This design comes from an exercise in tuning for a short achievable clock period and few clock cycles per item on the open sky130 flow, not from production work. Function was checked by simulation only, so behaviour that the tests miss may differ from the original. Power and IR drop assume default switching activity.

$ cat flow/design.v
module x10_ctrl (
    input  wire       clk,
    input  wire       load,
    input  wire [2:0] cfg_sel,
    input  wire [2:0] cfg_max,
    input  wire [2:0] cfg_mult,
    input  wire [1:0] cfg_idle,
    input  wire       init_od,
    input  wire       act_valid,
    input  wire [4:0] act_unit,
    input  wire       act_on,
    input  wire       slow_tick,
    output reg        od_valid,
    output reg  [2:0] od_slot,
    output reg  [2:0] mux_slot
);
    localparam IDLE_SCAN = 2'd0;
    localparam IDLE_PRIO = 2'd1;
    localparam [7:0] INACTIVITY_THRESHOLD = 8'd12;
    reg [2:0] max_camera;
    reg [2:0] scan_mult;
    reg [1:0] idle_mode;
    reg [2:0] current_camera;
    reg       scan_active;
    reg [7:0] scan_cycle_counter;
    reg [7:0] inactivity_counter;
    function [2:0] prev_cam(input [2:0] c, input [2:0] m);
        prev_cam = (c <= 3'd1) ? m : c - 3'd1;
    endfunction
    function [2:0] next_cam(input [2:0] c, input [2:0] m);
        next_cam = (c >= m) ? 3'd1 : c + 3'd1;
    endfunction
    wire [7:0] scan_threshold = {5'd0, scan_mult} + 8'd1;
    wire [7:0] scan_cnt_inc  = scan_cycle_counter + 8'd1;
    wire [7:0] inact_cnt_inc = inactivity_counter + 8'd1;
    wire act_row = (act_unit != 5'd0) && (act_unit <= 5'd6) &&
                   !((act_unit <= 5'd4) && (act_unit > {2'b00, max_camera}));
    reg [2:0] nx_cam;
    reg       nx_scan;
    reg [7:0] nx_scan_cnt;
    reg [7:0] nx_inact;
    reg       nx_od;
    task automatic do_select(input [2:0] c);
        begin
            nx_scan = 1'b0;
            if (c != current_camera) begin
                nx_cam = c;
                nx_od  = 1'b1;
            end
        end
    endtask
    task automatic do_enable_scan;
        begin
            if (!scan_active) begin
                nx_scan     = 1'b1;
                nx_scan_cnt = 8'd0;
            end
        end
    endtask
    task automatic do_idle_policy;
        begin
            case (idle_mode)
                IDLE_SCAN: do_enable_scan();
                IDLE_PRIO: do_select(3'd1);
                default:   ;
            endcase
        end
    endtask
    always @(*) begin
        nx_cam      = current_camera;
        nx_scan     = scan_active;
        nx_scan_cnt = scan_cycle_counter;
        nx_inact    = inactivity_counter;
        nx_od       = 1'b0;
        if (act_valid) begin
            if (act_row) begin
                nx_inact = 8'd0;
                case ({act_unit[2:0], act_on})
                    {3'd5, 1'b1}: do_enable_scan();
                    {3'd5, 1'b0}: do_select(3'd0);
                    {3'd6, 1'b1}: do_select(prev_cam(current_camera, max_camera));
                    {3'd6, 1'b0}: do_select(next_cam(current_camera, max_camera));
                    default: begin
                        if (act_on)
                            do_select(act_unit[2:0]);
                        else if (current_camera == act_unit[2:0])
                            do_idle_policy();
                    end
                endcase
            end
        end else if (slow_tick) begin
            if (scan_active) begin
                nx_scan_cnt = scan_cnt_inc;
                if (scan_cnt_inc >= scan_threshold) begin
                    nx_cam      = next_cam(current_camera, max_camera);
                    nx_od       = 1'b1;
                    nx_scan_cnt = 8'd0;
                end
            end else begin
                nx_inact = inact_cnt_inc;
                if (inact_cnt_inc > INACTIVITY_THRESHOLD) begin
                    do_idle_policy();
                    nx_inact = 8'd0;
                end
            end
        end
    end
    always @(posedge clk) begin
        if (load) begin
            max_camera         <= cfg_max;
            scan_mult          <= cfg_mult;
            idle_mode          <= cfg_idle;
            scan_cycle_counter <= 8'd0;
            inactivity_counter <= 8'd0;
            current_camera     <= (cfg_idle == IDLE_PRIO) ? 3'd1 : cfg_sel;
            scan_active        <= (cfg_idle == IDLE_SCAN);
            od_valid           <= 1'b0;
        end else begin
            current_camera     <= nx_cam;
            scan_active        <= nx_scan;
            scan_cycle_counter <= nx_scan_cnt;
            inactivity_counter <= nx_inact;
            od_valid           <= nx_od | init_od;
            if (nx_od | init_od) begin
                od_slot  <= nx_cam;
                mux_slot <= nx_cam;
            end
        end
    end
endmodule
module x10_core (
    input  wire       clk,
    input  wire       rst,             
    input  wire       cfg_variant_b,   
    input  wire [2:0] cfg_sel,         
    input  wire [2:0] cfg_max,         
    input  wire [2:0] cfg_mult,        
    input  wire [3:0] cfg_house,       
    input  wire [1:0] cfg_idle,        
    input  wire       ev_valid,
    input  wire [1:0] ev_kind,         
    input  wire [7:0] ev_data,
    output wire       ev_ready,
    output reg        tx_valid,
    output reg  [7:0] tx_data,
    input  wire       tx_ready,
    output wire       od_valid,
    output wire [2:0] od_slot,
    output wire [2:0] mux_slot,
    output reg        rep_valid,
    output reg  [7:0] rep_byte,
    output reg        want_resync
);
    localparam EV_BYTE   = 2'd0;
    localparam EV_TICK   = 2'd1;
    localparam EV_RESYNC = 2'd2;
    localparam EV_RESUME = 2'd3;
    localparam S_INIT  = 2'd0;    
    localparam S_IDLE  = 2'd1;    
    localparam S_FRAME = 2'd2;    
    localparam S_TX    = 2'd3;    
    localparam A_IDLE    = 2'd0;
    localparam A_COLLECT = 2'd1;
    localparam A_DISCARD = 2'd2;
    localparam [7:0] RECOVERY_WINDOW  = 8'd10;
    localparam [7:0] RESYNC_THRESHOLD = 8'd60;
    localparam [2:0] PRESCALE         = 3'd5;
    localparam [3:0] FUNC_ON_A        = 4'h2;
    localparam [3:0] FUNC_OFF_A       = 4'h3;
    function [3:0] house_a(input [3:0] raw);
        case (raw)
            4'h0: house_a = 4'd12;  
            4'h1: house_a = 4'd4;   
            4'h2: house_a = 4'd2;   
            4'h3: house_a = 4'd10;  
            4'h4: house_a = 4'd14;  
            4'h5: house_a = 4'd6;   
            4'h6: house_a = 4'd0;   
            4'h7: house_a = 4'd8;   
            4'h8: house_a = 4'd13;  
            4'h9: house_a = 4'd5;   
            4'hA: house_a = 4'd3;   
            4'hB: house_a = 4'd11;  
            4'hC: house_a = 4'd15;  
            4'hD: house_a = 4'd7;   
            4'hE: house_a = 4'd1;   
            default: house_a = 4'd9;  
        endcase
    endfunction
    function [4:0] device_a(input [3:0] raw);
        case (raw)
            4'h0: device_a = 5'd13;
            4'h1: device_a = 5'd5;
            4'h2: device_a = 5'd3;
            4'h3: device_a = 5'd11;
            4'h4: device_a = 5'd15;
            4'h5: device_a = 5'd7;
            4'h6: device_a = 5'd1;
            4'h7: device_a = 5'd9;
            4'h8: device_a = 5'd14;
            4'h9: device_a = 5'd6;
            4'hA: device_a = 5'd4;
            4'hB: device_a = 5'd12;
            4'hC: device_a = 5'd16;
            4'hD: device_a = 5'd8;
            4'hE: device_a = 5'd2;
            default: device_a = 5'd10;
        endcase
    endfunction
    function [3:0] house_b(input [3:0] raw);
        case (raw)
            4'h0: house_b = 4'd12;  
            4'h1: house_b = 4'd13;  
            4'h2: house_b = 4'd14;  
            4'h3: house_b = 4'd15;  
            4'h4: house_b = 4'd2;   
            4'h5: house_b = 4'd3;   
            4'h6: house_b = 4'd0;   
            4'h7: house_b = 4'd1;   
            4'h8: house_b = 4'd4;   
            4'h9: house_b = 4'd5;   
            4'hA: house_b = 4'd6;   
            4'hB: house_b = 4'd7;   
            4'hC: house_b = 4'd10;  
            4'hD: house_b = 4'd11;  
            4'hE: house_b = 4'd8;   
            default: house_b = 4'd9;  
        endcase
    endfunction
    function [4:0] unit_b(input [7:0] raw);
        case (raw)
            8'h00: unit_b = {1'b1, 1'b1, 3'd1};
            8'h10: unit_b = {1'b1, 1'b1, 3'd2};
            8'h08: unit_b = {1'b1, 1'b1, 3'd3};
            8'h18: unit_b = {1'b1, 1'b1, 3'd4};
            8'h40: unit_b = {1'b1, 1'b1, 3'd5};
            8'h50: unit_b = {1'b1, 1'b1, 3'd6};
            8'h20: unit_b = {1'b1, 1'b0, 3'd1};
            8'h30: unit_b = {1'b1, 1'b0, 3'd2};
            8'h28: unit_b = {1'b1, 1'b0, 3'd3};
            8'h38: unit_b = {1'b1, 1'b0, 3'd4};
            8'h60: unit_b = {1'b1, 1'b0, 3'd5};
            8'h70: unit_b = {1'b1, 1'b0, 3'd6};
            default: unit_b = 5'd0;
        endcase
    endfunction
    reg       variant_b;
    reg [3:0] house_code;
    reg [1:0] state;
    reg [1:0] a_state;
    reg [3:0] a_len;
    reg [3:0] a_idx;
    reg [7:0] a_discard_rem;
    reg [7:0] a_buf [0:8];
    reg [3:0] f_idx;            
    reg [4:0] last_unit;        
    reg [7:0] resync_counter;
    reg [2:0] b_idx;
    reg [3:0] b_letter;         
    reg [7:0] b_u;
    reg       dup_valid;
    reg [7:0] dup_value;
    reg [2:0] prescale_counter;
    reg [2:0] tx_left;
    assign ev_ready = (state == S_IDLE);
    wire accept = ev_valid && ev_ready;
    reg       act_valid;
    reg [4:0] act_unit;
    reg       act_on;
    reg       slow_tick;
    wire [7:0] pay      = a_buf[f_idx];
    wire [3:0] pay_bit  = f_idx - 4'd1;
    wire       pay_func = a_buf[0][pay_bit[2:0]];
    wire       pay_mine = (house_a(pay[7:4]) == house_code);
    wire [4:0] ub       = unit_b(b_u);
    wire       b_mine   = (b_letter == house_code);
    wire       b_dup    = dup_valid && (dup_value == b_u);
    wire       b_emit   = accept && (ev_kind == EV_BYTE) && variant_b &&
                          (b_idx == 3'd4) && (ev_data == 8'hAD);
    always @(*) begin
        act_valid = 1'b0;
        act_unit  = 5'd0;
        act_on    = 1'b0;
        slow_tick = 1'b0;
        if (state == S_FRAME) begin
            if (pay_mine && pay_func &&
                (pay[3:0] == FUNC_ON_A || pay[3:0] == FUNC_OFF_A)) begin
                act_valid = 1'b1;
                act_unit  = last_unit;
                act_on    = (pay[3:0] == FUNC_ON_A);
            end
        end else if (b_emit) begin
            if (b_mine && !b_dup && ub[4]) begin
                act_valid = 1'b1;
                act_unit  = {2'b00, ub[2:0]};
                act_on    = ub[3];
            end
        end else if (accept && ev_kind == EV_TICK) begin
            slow_tick = variant_b ? (prescale_counter == PRESCALE - 3'd1) : 1'b1;
        end
    end
    wire load_cfg = rst || (accept && ev_kind == EV_RESUME);
    x10_ctrl u_ctrl (
        .clk       (clk),
        .load      (load_cfg),
        .cfg_sel   (cfg_sel),
        .cfg_max   (cfg_max),
        .cfg_mult  (cfg_mult),
        .cfg_idle  (cfg_idle),
        .init_od   (state == S_INIT),
        .act_valid (act_valid),
        .act_unit  (act_unit),
        .act_on    (act_on),
        .slow_tick (slow_tick),
        .od_valid  (od_valid),
        .od_slot   (od_slot),
        .mux_slot  (mux_slot)
    );
    always @(posedge clk) begin
        if (load_cfg) begin
            variant_b        <= cfg_variant_b;
            house_code       <= cfg_house;
            state            <= S_INIT;
            a_state          <= A_IDLE;
            a_len            <= 4'd0;
            a_idx            <= 4'd0;
            a_discard_rem    <= 8'd0;
            f_idx            <= 4'd0;
            last_unit        <= 5'd0;
            resync_counter   <= 8'd0;
            want_resync      <= 1'b0;
            b_idx            <= 3'd0;
            dup_valid        <= 1'b0;
            prescale_counter <= 3'd0;
            tx_valid         <= 1'b0;
            tx_left          <= 3'd0;
            rep_valid        <= 1'b0;
        end else begin
            rep_valid <= 1'b0;
            case (state)
                S_INIT: state <= S_IDLE;
                S_IDLE: if (ev_valid) begin
                    case (ev_kind)
                        EV_BYTE: if (!variant_b) begin
                            case (a_state)
                                A_IDLE: begin
                                    if (ev_data == 8'h5A) begin
                                        tx_valid <= 1'b1;
                                        tx_data  <= 8'hC3;
                                        tx_left  <= 3'd1;
                                        state    <= S_TX;
                                    end else if (ev_data == 8'h00) begin
                                        tx_valid <= 1'b1;
                                        tx_data  <= 8'h00;
                                        tx_left  <= 3'd1;
                                        state    <= S_TX;
                                    end else if (ev_data == 8'hA5) begin
                                        tx_valid <= 1'b1;
                                        tx_data  <= 8'h9B;
                                        tx_left  <= 3'd7;
                                        state    <= S_TX;
                                    end else if (ev_data == 8'h55) begin
                                    end else if (ev_data <= 8'd9) begin
                                        a_len   <= ev_data[3:0];
                                        a_idx   <= 4'd0;
                                        a_state <= A_COLLECT;
                                    end else begin
                                        rep_valid     <= 1'b1;
                                        rep_byte      <= ev_data;
                                        a_discard_rem <= RECOVERY_WINDOW;
                                        a_state       <= (RECOVERY_WINDOW == 8'd0) ? A_IDLE : A_DISCARD;
                                    end
                                end
                                A_COLLECT: begin
                                    a_buf[a_idx] <= ev_data;
                                    a_idx        <= a_idx + 4'd1;
                                    if (a_idx + 4'd1 == a_len) begin
                                        a_state <= A_IDLE;
                                        if (a_len > 4'd1) begin
                                            f_idx <= 4'd1;
                                            state <= S_FRAME;
                                        end
                                    end
                                end
                                default: begin
                                    a_discard_rem <= a_discard_rem - 8'd1;
                                    if (a_discard_rem == 8'd1)
                                        a_state <= A_IDLE;
                                end
                            endcase
                        end else begin
                            case (b_idx)
                                3'd0: b_idx <= (ev_data == 8'hD5) ? 3'd1 : 3'd0;
                                3'd1: b_idx <= (ev_data == 8'hAA) ? 3'd2 : 3'd0;
                                3'd2: begin b_letter <= house_b(ev_data[7:4]); b_idx <= 3'd3; end
                                3'd3: begin b_u <= ev_data; b_idx <= 3'd4; end
                                default: begin
                                    b_idx <= 3'd0;
                                    if (ev_data == 8'hAD && b_mine && !b_dup) begin
                                        dup_valid <= 1'b1;
                                        dup_value <= b_u;
                                    end
                                end
                            endcase
                        end
                        EV_TICK: begin
                            if (variant_b) begin
                                dup_valid <= 1'b0;
                                if (prescale_counter == PRESCALE - 3'd1)
                                    prescale_counter <= 3'd0;
                                else
                                    prescale_counter <= prescale_counter + 3'd1;
                            end else begin
                                if (resync_counter + 8'd1 >= RESYNC_THRESHOLD) begin
                                    want_resync    <= 1'b1;
                                    resync_counter <= 8'd0;
                                end else begin
                                    resync_counter <= resync_counter + 8'd1;
                                end
                            end
                        end
                        EV_RESYNC: begin
                            if (!variant_b && want_resync && a_state == A_IDLE)
                                want_resync <= 1'b0;
                        end
                        default: ;  
                    endcase
                end
                S_FRAME: begin
                    if (pay_mine && !pay_func)
                        last_unit <= device_a(pay[3:0]);
                    if (f_idx + 4'd1 == a_len)
                        state <= S_IDLE;
                    else
                        f_idx <= f_idx + 4'd1;
                end
                S_TX: if (tx_ready) begin
                    tx_data <= 8'h00;
                    tx_left <= tx_left - 3'd1;
                    if (tx_left == 3'd1) begin
                        tx_valid <= 1'b0;
                        state    <= S_IDLE;
                    end
                end
            endcase
        end
    end
endmodule
$ cat flow/run.sh
#!/bin/bash
# synth_recipe.tcl (not shown) runs the flow's synth.tcl, then flattens the netlist and writes it again
# the make line also repeats each setting of config.mk as NAME=value (left out here)
make -C /OpenROAD-flow-scripts/flow DESIGN_CONFIG=/design/flow/config.mk WORK_HOME=/design/flow/orfs CLKGATE_MAP_FILE= SYNTH_SCRIPT=/design/flow/synth_recipe.tcl finish
$ cat flow/config.mk
export PLATFORM = sky130hd
export DESIGN_NAME = x10_core
export DESIGN_NICKNAME = x10_core
export VERILOG_FILES = /design/flow/design.v
export SDC_FILE = /design/flow/constraint.sdc
export NUM_CORES = 4
export LEC_CHECK = 0
export CAP_MARGIN = 20
export CORE_MARGIN = 2
export CORE_UTILIZATION = 40
export SLEW_MARGIN = 20
$ cat flow/constraint.sdc
create_clock -name core_clock -period 5.0 [get_ports {clk}]
set_input_delay 1.0000 -clock core_clock [delete_from_list [all_inputs] [get_ports {clk}]]
set_output_delay 1.0000 -clock core_clock [all_outputs]
set_load 0.01 [all_outputs]
==> parameters.txt <==
Parameter                              Value

Worst setup path
  Worst-path cell chain ... inv_1, ha_1, mux4_2, mux2_2, nand2_1, nor2_2, nand4_1, nor2_1, nor2_1, nor2_1, ha_1, a21o_1, a21oi_1, a31oi_1, a211oi_1, buf_4, a2bb2oi_4, o221ai_2, or2_1, a31o_1
  Worst-path maximum fanout ... 8
  Maximum single-stage delay on the critical path ... 560 ps
  Type of destination of the critical path ... register
  Kind of cell adding the most delay to the critical path ... compound AO/OA/AOI/OAI gates
  Slowest cell on crit path ... sky130_fd_sc_hd__mux4_2
  Crit path kind ... register to register
  Worst path bufs/invs ... 2
  Arrival @ worst endpoint ... 5040 ps
  Category of the worst setup path launch point ... register
  CP most frequent cell ... sky130_fd_sc_hd__nor2_1
  Critical path data required time ... 5340 ps

Finish
  Fill count ... 2272
  Fraction of layout cells with a size suffix above 1 ... 10.8%
  Final cell count without fillers ... 1362
  Sequential cell area ... 5090 um2
  Number of antenna cells inserted ... 0
  Final net count ... 1099
  Combined area of the multi-input logic cells ... 4600 um2
  Synthesis-to-finish area growth ... 16.5%

Floorplanning
  Std-Cell Rows ... 57
  Die W ... 162 um
  Initial standard-cell utilization of the core ... 41.0%
  Top-level I/O count ... 57
  Floorplan die area ... 26400 um2
  Area of the core ... 24500 um2
  Height of the chip ... 162 um

STA
  Final-report max-slew violation count ... 0
  Number of setup violations in the final report ... 0
  Crit path time final ... 4700 ps
  Hold violation count in the final report ... 0
  Maximum clock frequency ... 213 MHz
  Setup skew after layout ... 15.6 ps
  Final cycle utilization of the critical path ... 94.1%
  Transition time at the pin with the least slew margin ... 803 ps
  RSZ-0062 raised after global routing ... no
  Worst slew margin ... 46.0%

Pwr
  Power density relative to cell area ... 328 nW/um2
  LEAKAGE ... 4.15 nW
  Overall power of the completed layout ... 0.00384 W
  Sw Share ... 28.5%
  Portion of total power attributed to the clock network ... 35.8%
  Internal portion of total power ... 0.00274 W
  Worst IR Drop VDD ... 0.216 mV
  Part of the power in combinational logic ... 17.2%
  Flop pwr share ... 47.0%
  Switching power ... 0.00109 W

Logic synthesis
  Most area-hungry cell type in the Yosys netlist ... sky130_fd_sc_hd__edfxtp_1
  Leading cell types by total area after synthesis ... sky130_fd_sc_hd__edfxtp_1 (36%), sky130_fd_sc_hd__dfxtp_1 (15%), sky130_fd_sc_hd__ha_1 (5.5%), sky130_fd_sc_hd__nor2_1 (3.9%), sky130_fd_sc_hd__mux4_2 (3.1%)
  Number of enable flip-flop cells after synthesis ... 120
  Ys flop type ... sky130_fd_sc_hd__edfxtp_1
  Seq/Total Area, Yosys ... 50.7%
  FF+latch count, synth ... 194
  Yosys warns ... 2
  Area share of the largest cell type after synthesis ... 35.9%
  Leading post-synthesis cells by instance count ... sky130_fd_sc_hd__edfxtp_1 (120), sky130_fd_sc_hd__nor2_1 (105), sky130_fd_sc_hd__dfxtp_1 (74)
  Most instantiated library cell after synthesis ... sky130_fd_sc_hd__edfxtp_1
  Count of different cell masters after synthesis ... 79
  Cell count after synthesis ... 948
  Proportion of register bits with asynchronous set or reset after synthesis ... 0%
  Netlist area before placement ... 10000 um2
  Per-instance average area after synthesis ... 10.6 um2

CTS
  H-tree Lvls ... 4
  Total CTS buffers ... 17
  CTS Hold Bufs ... 0
  CTS sink count ... 194
  Post-CTS sizing ... 0
  Post CTS Setup Buffer Count ... 0
  Buffers from clock root to sink, at most ... 2
  CTS tree ... built
  Clock-pin slew of the registers on the worst-case setup and hold paths ... 80 ps
  Clock latency (worst-skew pair) ... 450 ps
  Clock root buffer master ... sky130_fd_sc_hd__clkbuf_16

Routing
  Routed length on met1 ... 11400 um
  Top layer reached by signal wires ... met4
  Drc violations ... 0
  Number of vias in the routed layout ... 7426
  Detail Route met3 WL ... 1090 um
  Met2 wirelength from detailed routing ... 11000 um
  Number of DRC violations after detailed-routing iteration 0 ... 547
  Initial DRT Pass Iterations ... 5
  Vias/cell ... 5.45
  Total length of routed wires ... 23900 um
  Average detailed-routed wire length per instance ... 17.6 um
  Post-route ant nets ... 0

Place
  Placer congestion estimate ... 0.836
  Detail Placement HPWL ... 17400 um
  Port buffer count ... 54
  DP Cell Count ... 1330

GRT
  Number of global-route vias before repair ... 7174
  Largest net degree at the start of global routing ... 28
  Wire length of the first global-routing pass ... 39000 um
  Overall routing resource usage ... 19.0%
  Total global routing overflow ... 0
  Initial antenna violation count ... 0

Hold path
  Kind of path behind the tightest hold check ... register to register

Run
  Count of max-cap constraint violations ... 0

Status
  Outcome ... no timing/DRC/antenna violations
tightest hold or removal path, delay by kind of cell, from the launching register on:
family	cells	cell delay, ps
AOI/OAI and AO/OA	1	50
buffers and inverters	1	50
DFF	1	330
flip-flops by register name, summed over array words and instances, names as in the netlist, 3 cells and up, named ones only:
| register | flops |
|---|---|
| b_idx | 3 |
| u_ctrl.max_camera | 3 |
| dup_value | 8 |
| b_u | 8 |
| a_discard_rem | 8 |
| u_ctrl.scan_cycle_counter | 8 |
| u_ctrl.inactivity_counter | 8 |
| tx_data | 3 |
| a_buf | 72 |
| f_idx | 4 |
| rep_byte | 8 |
| resync_counter | 8 |
| a_len | 4 |
| last_unit | 5 |
| u_ctrl.scan_mult | 3 |
| b_letter | 4 |
| a_idx | 4 |
| tx_left | 3 |
| u_ctrl.current_camera | 3 |
| house_code | 4 |
| prescale_counter | 3 |
| u_ctrl.od_slot | 3 |
power by group through the flow:
stage	clock (W)	combinational [W]	sequential, W
after floorplan	0	0.000435	0.00182
after global placement	0	0.000649	0.00184
final	0.00138	0.000659	0.00180
after detailed placement	0	0.000657	0.00184
after CTS	0.00141	0.000660	0.00180
after global routing	0.00148	0.000729	0.00181
cell type report:
cell class	instances	share of cell area, %
tap	324	3.47
clock buffer	18	3.67
multi-input combinational	674	39.3
sequential	194	43.5
clock inverter	14	1.37
inverter	43	1.38
timing repair buffer	95	7.28
routing by layer:
layer	global-route usage (%)	up-vias
met5	0	-
met4	5.91	0
met3	3.06	31
met2	30.5	191
met1	26.5	3553
li1	-	3651
cells by family (layout without fill, tap and decap cells):
kind of cell             count (synthesis)  count (layout)  synth area share, %
XOR/XNOR                                45              45                 3.93
adder cells (fa/ha/maj)                 44              44                 5.48
buffers and inverters                   81             170                 3.66
multiplexers                            47              47                 6.49
other                                    1               2               0.0374
AO/OA/AOI/OAI                          191             191                 12.6
AND/OR/NAND/NOR                        345             345                 17.2
flip-flops                             194             194                 50.7
final timing paths:
| path | start | end | slack [ps] | cells after the start |
|---|---|---|---|---|
| setup / recovery | f_idx[1] | u_ctrl.scan_cycle_counter[2] | 300 | 20 |
| hold / removal | dup_valid | dup_valid | 470 | 2 |
| setup reg to reg | f_idx[1] | u_ctrl.scan_cycle_counter[2] | 300 | 20 |
| hold reg to reg | dup_valid | dup_valid | 470 | 2 |
per-stage QoR:
step	hold slack [ps]	setup TNS, ps	worst slack, ps	area, um2	util, %
3_5_place_dp	465	-460	-64.3	11100	45.4
4_1_cts	477	0	211	11700	47.8
3_3_place_gp	467	0	59.8	11100	45.4
2_1_floorplan	436	0	293	10000	-
6_report	473	0	297	11700	47.8
5_1_grt	492	0	2.57	11700	47.8
cell usage in the layout (no fill, tap or decap), types with 8 or more instances in the layout:
cell type,n
sky130_fd_sc_hd__buf_4,40
sky130_fd_sc_hd__mux4_2,14
sky130_fd_sc_hd__a21oi_1,53
sky130_fd_sc_hd__clkdlybuf4s50_1,54
sky130_fd_sc_hd__nand4_1,12
sky130_fd_sc_hd__a211oi_1,12
sky130_fd_sc_hd__ha_1,44
sky130_fd_sc_hd__edfxtp_1,120
sky130_fd_sc_hd__nand3_1,28
sky130_fd_sc_hd__nor2_1,104
sky130_fd_sc_hd__inv_1,42
sky130_fd_sc_hd__xnor2_1,26
sky130_fd_sc_hd__xor2_1,19
sky130_fd_sc_hd__nor4_1,9
sky130_fd_sc_hd__nor3_1,28
sky130_fd_sc_hd__clkbuf_16,17
sky130_fd_sc_hd__mux2i_1,31
sky130_fd_sc_hd__nand2b_1,11
sky130_fd_sc_hd__nand2_1,68
sky130_fd_sc_hd__and2_1,12
sky130_fd_sc_hd__o21ai_0,42
sky130_fd_sc_hd__dfxtp_1,73
sky130_fd_sc_hd__and3_1,16
sky130_fd_sc_hd__or2_2,8
Testbench counts, summed over its fixed seeds: cycles 27,289, events 24,000.

[what the ideal ports hide]
In the flow no input, the clock included, has a driving cell. The finished layout below was timed again as built, in two steps. Step 1 assumes that a clkbuf_16 drives the clock port and a buf_2 every other input. Step 2 times the ports against the registers' clock, not the clock port: input delays grow and output delays shrink by t, the midpoint of the rising clock arrivals with the driver on. Three values: ideal ports, drivers, drivers and shift; two values: the first two.
shift t [ns]: 0.486
setup WS [ns]: 0.297 / 0.297 / -0.138
clock arrival spread, ns: 0.016 / 0.016
slew at the worst register clock pin (ns): 0.08 / 0.08
Met with ideal ports but missed after step 2: setup timing in this run. The setup slack of this run moves by 0.000 ns with the drivers and by -0.435 ns with both steps.
